Context: an optimization exercise on an open-source flow, tuned for small area, a short achievable clock period and few clock cycles. The choices shown serve that exercise and are no tape-out recipe.
At most, simulation tests tie the RTL to the original design; equivalence was not proved.

// cic_seed
module cic_seed (
    input  wire        clk,
    input  wire        rst,           
    input  wire        start,         
    input  wire [31:0] image_size,    
    output reg         ready,
    output reg         done,          
    output wire [31:0] seed,
    output wire [31:0] crc,
    output reg         img_req,
    output reg  [8:0]  img_addr,      
    input  wire        img_gnt,
    input  wire        img_rvalid,
    input  wire [63:0] img_rdata
);
    localparam [8:0] FIRST_WORD = 9'd8;     
    localparam [8:0] LAST_WORD  = 9'd511;   
    reg        req_on;      
    reg [1:0]  outst;       
    reg [31:0] nc;          
    reg        ka, kb, kc;
    wire [31:0] x  = ~nc ^ img_rdata[31:0];
    wire [31:0] dh = img_rdata[63:32];
    wire [31:0] cn;
    wire t0 = x[13] ^ x[3];
    wire t1 = x[11] ^ x[12];
    wire t2 = dh[7] ^ x[19];
    wire t3 = dh[0] ^ dh[22];
    wire t4 = x[4] ^ x[9];
    wire t5 = x[16] ^ x[6];
    wire t6 = x[31] ^ x[5];
    wire t7 = dh[5] ^ x[8];
    wire t8 = dh[4] ^ x[7];
    wire t9 = dh[24] ^ x[10];
    wire t10 = dh[23] ^ x[30];
    wire t11 = dh[15] ^ t0;
    wire t12 = dh[2] ^ dh[20];
    wire t13 = dh[3] ^ dh[6];
    wire t14 = x[15] ^ x[2];
    wire t15 = dh[25] ^ x[14];
    wire t16 = dh[31] ^ t2;
    wire t17 = dh[16] ^ dh[28];
    wire t18 = dh[11] ^ dh[27];
    wire t19 = dh[18] ^ dh[30];
    wire t20 = dh[10] ^ dh[26];
    wire t21 = dh[13] ^ dh[29];
    wire t22 = dh[14] ^ x[26];
    wire t23 = dh[8] ^ x[20];
    wire t24 = t3 ^ x[27];
    wire t25 = dh[9] ^ x[21];
    wire t26 = dh[12] ^ x[24];
    wire t27 = dh[1] ^ dh[19];
    wire t28 = x[0] ^ x[17];
    wire t29 = x[25] ^ x[28];
    wire t30 = dh[17] ^ t6;
    wire t31 = t10 ^ t4;
    wire t32 = t1 ^ t25;
    wire t33 = t5 ^ x[22];
    wire t34 = x[1] ^ x[29];
    wire t35 = dh[30] ^ x[23];
    wire t36 = t14 ^ t7;
    wire t37 = t30 ^ t9;
    wire t38 = dh[2] ^ dh[21];
    wire t39 = t17 ^ x[18];
    wire t40 = t12 ^ t23;
    wire t41 = t24 ^ x[11];
  ...
Size: roughly 50 flip-flops, roughly 180 I/O pins.
==> flow/config.mk <==
export PLATFORM = sky130hd
export DESIGN_NAME = cic_seed
export DESIGN_NICKNAME = cic_seed
export VERILOG_FILES = /design/flow/design.v
export SDC_FILE = /design/flow/constraint.sdc
export NUM_CORES = 4
export LEC_CHECK = 0
export CAP_MARGIN = 20
export CORE_MARGIN = 2
export CORE_UTILIZATION = 40
export SLEW_MARGIN = 20
==> flow/constraint.sdc <==
create_clock -name core_clock -period 5.0 [get_ports {clk}]
set_input_delay 1.0000 -clock core_clock [delete_from_list [all_inputs] [get_ports {clk}]]
set_output_delay 1.0000 -clock core_clock [all_outputs]
set_load 0.01 [all_outputs]
standard.sh (not shown) runs the stock make flow with config.mk's settings and CLKGATE_MAP_FILE= SYNTH_SCRIPT=/design/flow/synth_recipe.tcl, a recipe that flattens the netlist after the stock synthesis.
==> flow/flow/run.sh <==
#!/bin/bash
# Own flow: the standard layout (standard.sh, unchanged ORFS steps and
# synthesis) with these changes:
#  - ORFS's scripts are copied to ./scripts and ABC's speed script replaced by
#    flow/abc.script (plain delay-oriented mapping without ABC's blanket
#    buffering and upsizing; the placer's repair sizes the critical cells);
#  - three-input XOR/XNOR cells are added to the don't-use list;
#  - the ports get a plain buffer cell;
#  - any extra ORFS variables listed in flow/vars.txt.
# Each tool's output goes to the ORFS logs under orfs/logs; make's own output
# goes to standard_make.log here.
set -euo pipefail
rm -rf scripts
cp -r "$FLOW_HOME/scripts" scripts
cp flow/abc.script scripts/abc_speed.script
PLATFORM_DONT_USE=$(sed -n '/^export DONT_USE_CELLS += /,/^$/p' "$FLOW_HOME/platforms/sky130hd/config.mk" \
    | sed 's/export DONT_USE_CELLS += //; s/\\//g' | tr -s ' \n' ' ')
EXTRA_DONT_USE="sky130_fd_sc_hd__xnor3_1 sky130_fd_sc_hd__xnor3_2 sky130_fd_sc_hd__xnor3_4 sky130_fd_sc_hd__xor3_1 sky130_fd_sc_hd__xor3_2 sky130_fd_sc_hd__xor3_4"
VARS=()
if [[ -f flow/vars.txt ]]; then
    while read -r line; do [[ -n "$line" ]] && VARS+=("$line"); done < flow/vars.txt
fi
bash standard.sh "SCRIPTS_DIR=$PWD/scripts" \
    "DONT_USE_CELLS=$PLATFORM_DONT_USE $EXTRA_DONT_USE" \
    "BUFFER_PORTS_ARGS=-buffer_cell sky130_fd_sc_hd__buf_2" \
    "${VARS[@]}" finish > standard_make.log 2>&1
==> flow/flow/abc.script <==
&get -n
&st
&dch
&nf
&st
&syn2
&if -g -K 6
&synch2
&nf
&st
&syn2
&if -g -K 6
&synch2
&nf
&st
&syn2
&if -g -K 6
&synch2
&nf
&st
&syn2
&if -g -K 6
&synch2
&nf
&st
&syn2
&if -g -K 6
&synch2
&nf
&put
buffer -c
topo
stime -c
upsize -c
dnsize -c
==> flow/flow/vars.txt <==
CORE_UTILIZATION=65
PLACE_DENSITY=0.72
SETUP_SLACK_MARGIN=2.0
BUFFER_PORTS_ARGS=-buffer_cell sky130_fd_sc_hd__buf_1
CTS_BUF_LIST=sky130_fd_sc_hd__clkbuf_4 sky130_fd_sc_hd__clkbuf_8
==> next run, changes <==
==> flow/flow/abc.script (replaced) <==
&get -n
&st
&dch
&nf
&put
==> flow/flow/vars.txt (replaced) <==
CORE_UTILIZATION=70
PLACE_DENSITY=0.75
SETUP_SLACK_MARGIN=2.2
BUFFER_PORTS_ARGS=-buffer_cell sky130_fd_sc_hd__buf_1
CTS_BUF_LIST=sky130_fd_sc_hd__clkbuf_4 sky130_fd_sc_hd__clkbuf_8
Result:
- Now the flow ended with an error in 5_1_grt on DPL-0038
- area after synthesis shrinks by roughly a tenth
- synthesized cell count barely changes
==> next run, changes <==
==> flow/flow/vars.txt (replaced) <==
CORE_UTILIZATION=60
PLACE_DENSITY=0.7
SETUP_SLACK_MARGIN=2.0
BUFFER_PORTS_ARGS=-buffer_cell sky130_fd_sc_hd__buf_1
CTS_BUF_LIST=sky130_fd_sc_hd__clkbuf_4 sky130_fd_sc_hd__clkbuf_8
Outcome: The changed run finished clean; area after synthesis is unchanged; synthesized cell count stays the same.
==> next run, changes <==
==> flow/flow/vars.txt (replaced) <==
CORE_UTILIZATION=70
PLACE_DENSITY=0.75
SETUP_SLACK_MARGIN=2.0
BUFFER_PORTS_ARGS=-buffer_cell sky130_fd_sc_hd__buf_1
CTS_BUF_LIST=sky130_fd_sc_hd__clkbuf_4 sky130_fd_sc_hd__clkbuf_8
=>
- utilization came out higher by 12 points
- routed wire length came out higher by about 6.5%
- global-route usage came out higher by 7.0 points
- cell area came out lower by about 1.4%
- die area came out lower by about 14%
- critical path depth does not change
- via count came out higher by about 5.4%
- setup slack loses 0.20 ns
No functional check of the RTL was part of any run of this note.


P:
cic_seed, a different RTL version from the one above (not shown whole).
Size: about 760 cells after synthesis, about 57 flip-flops, roughly 180 I/O pins, about 7300 um^2 of cells after synthesis.
clock: 5.0 ns
lec_check: 0
cap_margin: 20
core_margin: 2
core_utilization: 40
slew_margin: 20
==> flow/flow/abc.script <==
&get -n
&st
&dch
&nf
&st
&syn2
&if -g -K 6
&synch2
&nf
&st
&syn2
&if -g -K 6
&synch2
&nf
&st
&syn2
&if -g -K 6
&synch2
&nf
&st
&syn2
&if -g -K 6
&synch2
&nf
&st
&syn2
&if -g -K 6
&synch2
&nf
&put
buffer -c
topo
stime -c
upsize -c
dnsize -c
==> flow/flow/vars.txt <==
CORE_UTILIZATION=70
PLACE_DENSITY=0.75
SETUP_SLACK_MARGIN=1.9
BUFFER_PORTS_ARGS=-buffer_cell sky130_fd_sc_hd__buf_1
CTS_BUF_LIST=sky130_fd_sc_hd__clkbuf_4
Scripts as last shown in full above: flow/flow/run.sh
In summary, P completed successfully, with a layout that passed the timing, design-rule and antenna checks.
Testbench counts of P, summed over its fixed seeds: cycles 32,456.
What Q does differently from P at the input level:
-- flow/flow/vars.txt --
<<< P, line 1
CORE_UTILIZATION=70
PLACE_DENSITY=0.75
SETUP_SLACK_MARGIN=1.9
>>> Q, line 1
CORE_UTILIZATION=60
PLACE_DENSITY=0.7
SETUP_SLACK_MARGIN=2.0
## What came out
No stage failed in Q, and the final checks on the layout all came back clean.
Final worst-path setup slack: Q and P compared, higher one is Q
Where post-detailed-placement half-perimeter wirelength is concerned, P is better than Q.
Q has critical path arrival below what P had.
[Q] die boundary width rose about 8% relative to P
Summary: die area, Q worse than P
In the metrics for Q and P, the one carrying the higher fmax is Q.
Number of filler cells placed in the layout, Q and P: smaller value in P
Comparing Q and P, mean number of vias per cell is higher on P.
Q ends up with a fraction of final layout cells with drive strength greater than 1 that is 1.0 points higher than in P.
Density: Q sparser than P
Measured against each other, Q and P differ in path length in cells of the critical path, the higher figure coming from Q.
Modified inputs, R compared to Q
-- flow/flow/run.sh --
<<< Q, line 9
#  - any extra ORFS variables listed in flow/vars.txt.
>>> R, line 9
#  - the ORFS variables listed in flow/vars.txt, and for the steps from global
#    routing on, those in flow/vars_late.txt (a larger setup margin for the
#    last timing repair, to cover what detailed routing adds).
<<< Q, line 11
# goes to standard_make.log here.
>>> R, line 13
# goes to standard_make.log and standard_make_late.log here.
<<< Q, line 20
if [[ -f flow/vars.txt ]]; then
    while read -r line; do [[ -n "$line" ]] && VARS+=("$line"); done < flow/vars.txt
fi
bash standard.sh "SCRIPTS_DIR=$PWD/scripts" \
    "DONT_USE_CELLS=$PLATFORM_DONT_USE $EXTRA_DONT_USE" \
    "BUFFER_PORTS_ARGS=-buffer_cell sky130_fd_sc_hd__buf_2" \
    "${VARS[@]}" finish > standard_make.log 2>&1
>>> R, line 22
while read -r line; do [[ -n "$line" ]] && VARS+=("$line"); done < flow/vars.txt
LATE=("${VARS[@]}")
while read -r line; do [[ -n "$line" ]] && LATE+=("$line"); done < flow/vars_late.txt
COMMON=("SCRIPTS_DIR=$PWD/scripts" "DONT_USE_CELLS=$PLATFORM_DONT_USE $EXTRA_DONT_USE"
        "BUFFER_PORTS_ARGS=-buffer_cell sky130_fd_sc_hd__buf_1")
bash standard.sh "${COMMON[@]}" "${VARS[@]}" cts > standard_make.log 2>&1
bash standard.sh "${COMMON[@]}" "${LATE[@]}" finish > standard_make_late.log 2>&1
==> flow/flow/vars.txt <==
CORE_UTILIZATION=65
PLACE_DENSITY=0.72
SETUP_SLACK_MARGIN=2.0
CTS_BUF_LIST=sky130_fd_sc_hd__clkbuf_4 sky130_fd_sc_hd__clkbuf_8
==> flow/flow/vars_late.txt (new file) <==
SETUP_SLACK_MARGIN=2.1
==> run summary <==
- R ran to completion and came out clean on the timing, design-rule and antenna checks.
- Between Q and R, the final cell count figures differ only marginally.
- Summary — layout clock buffer count, R relative to Q: higher, by 2.
- Non-clock buffer count (R vs. Q) increases by a few percent
- A critical path endpoint of c[8]$_DFFE_PP_ is what Q shows, while c[30]$_DFFE_PP_ belongs to R.
- R ended up with a lower fraction of standard cell area that is sequential than Q did.
- As far as clock skew is concerned, Q and R perform about the same.
Changes in S relative to R:
-- flow/flow/run.sh --
<<< R, line 9
#  - the ORFS variables listed in flow/vars.txt, and for the steps from global
#    routing on, those in flow/vars_late.txt (a larger setup margin for the
#    last timing repair, to cover what detailed routing adds).
>>> S, line 9
#  - any extra ORFS variables listed in flow/vars.txt.
<<< R, line 13
# goes to standard_make.log and standard_make_late.log here.
>>> S, line 11
# goes to standard_make.log here.
<<< R, line 22
while read -r line; do [[ -n "$line" ]] && VARS+=("$line"); done < flow/vars.txt
LATE=("${VARS[@]}")
while read -r line; do [[ -n "$line" ]] && LATE+=("$line"); done < flow/vars_late.txt
COMMON=("SCRIPTS_DIR=$PWD/scripts" "DONT_USE_CELLS=$PLATFORM_DONT_USE $EXTRA_DONT_USE"
        "BUFFER_PORTS_ARGS=-buffer_cell sky130_fd_sc_hd__buf_1")
bash standard.sh "${COMMON[@]}" "${VARS[@]}" cts > standard_make.log 2>&1
bash standard.sh "${COMMON[@]}" "${LATE[@]}" finish > standard_make_late.log 2>&1
>>> S, line 20
if [[ -f flow/vars.txt ]]; then
    while read -r line; do [[ -n "$line" ]] && VARS+=("$line"); done < flow/vars.txt
fi
bash standard.sh "SCRIPTS_DIR=$PWD/scripts" \
    "DONT_USE_CELLS=$PLATFORM_DONT_USE $EXTRA_DONT_USE" \
    "BUFFER_PORTS_ARGS=-buffer_cell sky130_fd_sc_hd__buf_2" \
    "${VARS[@]}" finish > standard_make.log 2>&1
==> flow/flow/abc.script <==
&get -n
&st
&dch
&nf
&put
==> flow/flow/vars.txt <==
CORE_UTILIZATION=60
PLACE_DENSITY=0.7
SETUP_SLACK_MARGIN=2.4
BUFFER_PORTS_ARGS=-buffer_cell sky130_fd_sc_hd__buf_1
CTS_BUF_LIST=sky130_fd_sc_hd__clkbuf_4
removed: flow/flow/vars_late.txt
## What came out
Having completed the whole flow, S delivered a layout that passed the timing, design-rule and antenna checks. Die outline height, S vs R: down slightly. S ends up with higher register area share after synthesis than R does. Met1 usage in global routing: S vs R up 5.3 points. Between R and S, the flow reports area of the core decreasing slightly. Compared to R, S has core utilization 14 points higher. Worst setup slack, S and R: higher on R. S has transition time at the pin with the least slew margin above what R had. The full die area of S falls short of that of R by 110 um^2. Re clock transition at the registers of the reported paths: S and R aren't equal, and the higher value belongs to S.


Another version of the RTL of cic_seed (not shown whole).
For scale: about 57 flip-flops, roughly 180 I/O pins, about 0.0069 mm2 of cells after synthesis.
Settings: LEC_CHECK=0, CAP_MARGIN=20, CORE_MARGIN=2, CORE_UTILIZATION=40, SLEW_MARGIN=20; clock period 5.0 ns.
==> flow/flow/run.sh <==
#!/bin/bash
# Own flow: the standard layout (standard.sh, unchanged ORFS steps and
# synthesis) with these changes:
#  - ORFS's scripts are copied to ./scripts and ABC's speed script replaced by
#    flow/abc.script (plain delay-oriented mapping without ABC's blanket
#    buffering and upsizing; the placer's repair sizes the critical cells);
#  - three-input XOR/XNOR cells are added to the don't-use list;
#  - the ports get a plain buffer cell;
#  - any extra ORFS variables listed in flow/vars.txt.
# Each tool's output goes to the ORFS logs under orfs/logs; make's own output
# goes to standard_make.log here.
set -euo pipefail
rm -rf scripts
cp -r "$FLOW_HOME/scripts" scripts
cp flow/abc.script scripts/abc_speed.script
PLATFORM_DONT_USE=$(sed -n '/^export DONT_USE_CELLS += /,/^$/p' "$FLOW_HOME/platforms/sky130hd/config.mk" \
    | sed 's/export DONT_USE_CELLS += //; s/\\//g' | tr -s ' \n' ' ')
EXTRA_DONT_USE="sky130_fd_sc_hd__xnor3_1 sky130_fd_sc_hd__xnor3_2 sky130_fd_sc_hd__xnor3_4 sky130_fd_sc_hd__xor3_1 sky130_fd_sc_hd__xor3_2 sky130_fd_sc_hd__xor3_4"
VARS=()
if [[ -f flow/vars.txt ]]; then
    while read -r line; do [[ -n "$line" ]] && VARS+=("$line"); done < flow/vars.txt
fi
bash standard.sh "SCRIPTS_DIR=$PWD/scripts" \
    "DONT_USE_CELLS=$PLATFORM_DONT_USE $EXTRA_DONT_USE" \
    "BUFFER_PORTS_ARGS=-buffer_cell sky130_fd_sc_hd__buf_2" \
    "${VARS[@]}" finish > standard_make.log 2>&1
==> flow/flow/abc.script <==
&get -n
&st
&dch
&nf
&put
==> flow/flow/vars.txt <==
SETUP_SLACK_MARGIN=2.4
The starting point went through all stages and came out clean.
Testbench counts at the start, summed over its fixed seeds: cycles 32,456.
Rerun with:
==> flow/flow/vars.txt (replaced) <==
CORE_UTILIZATION=70
PLACE_DENSITY=0.75
SETUP_SLACK_MARGIN=2.0
Result: Final area is lower by about a fifth. Worst setup slack is worse by 300 ps. Area after synthesis is unchanged. Count of clock-buffer cells in the layout went up by 1. Sequential share of layout area goes up by 3.8 points. Routed wire length is lower by roughly a tenth.

[re-timing with driven ports]
The results above use ideal ports. As a check the final layouts listed here were re-extracted and re-timed, cells and wires unchanged. Step 1 sets driving cells, clkbuf_16 on the clock port and buf_2 on the other inputs (assumed; they add their load-dependent delay and slew). Step 2 adds t to the input delays and takes it off the output delays; t is the mean of the earliest and latest rising clock arrival at the registers after step 1. Input paths then give back, and output paths get back, about the clock's delay inside the block. Three values: ideal, step 1, step 2; two values: the first two.
run | t, ns | setup WS [ns] | clock arrival spread, ns | worst slew at a driven data input, ns | cell pins on the clock port's net
the first run of note 1 | 0.336 | 1.992 / 1.999 / 1.663 | 0.007 / 0.008 | 0.04 | 1
the third run of note 1 | 0.346 | 1.998 / 2.008 / 1.663 | 0.011 / 0.011 | 0.05 | 1
the fourth run of note 1 | 0.333 | 1.802 / 1.793 / 1.460 | 0.017 / 0.018 | 0.05 | 1
P | 0.446 | 1.983 / 1.983 / 1.551 | 0.019 / 0.018 | 0.05 | 1
Q | 0.439 | 2.037 / 2.051 / 1.613 | 0.012 / 0.011 | 0.05 | 1
R | 0.379 | 2.103 / 2.114 / 1.736 | 0.013 / 0.013 | 0.05 | 1
S | 0.475 | 2.091 / 2.105 / 1.630 | 0.014 / 0.013 | 0.05 | 1
the first run of note 3 | 0.363 | 2.334 / 2.351 / 1.988 | 0.010 / 0.009 | 0.04 | 1
the second run of note 3 | 0.366 | 2.030 / 2.026 / 1.660 | 0.005 / 0.006 | 0.05 | 1
After both steps every run listed still meets setup and hold. For S, which loses most, drivers alone change the setup slack by +0.014 ns; drivers and shift together by -0.461 ns.
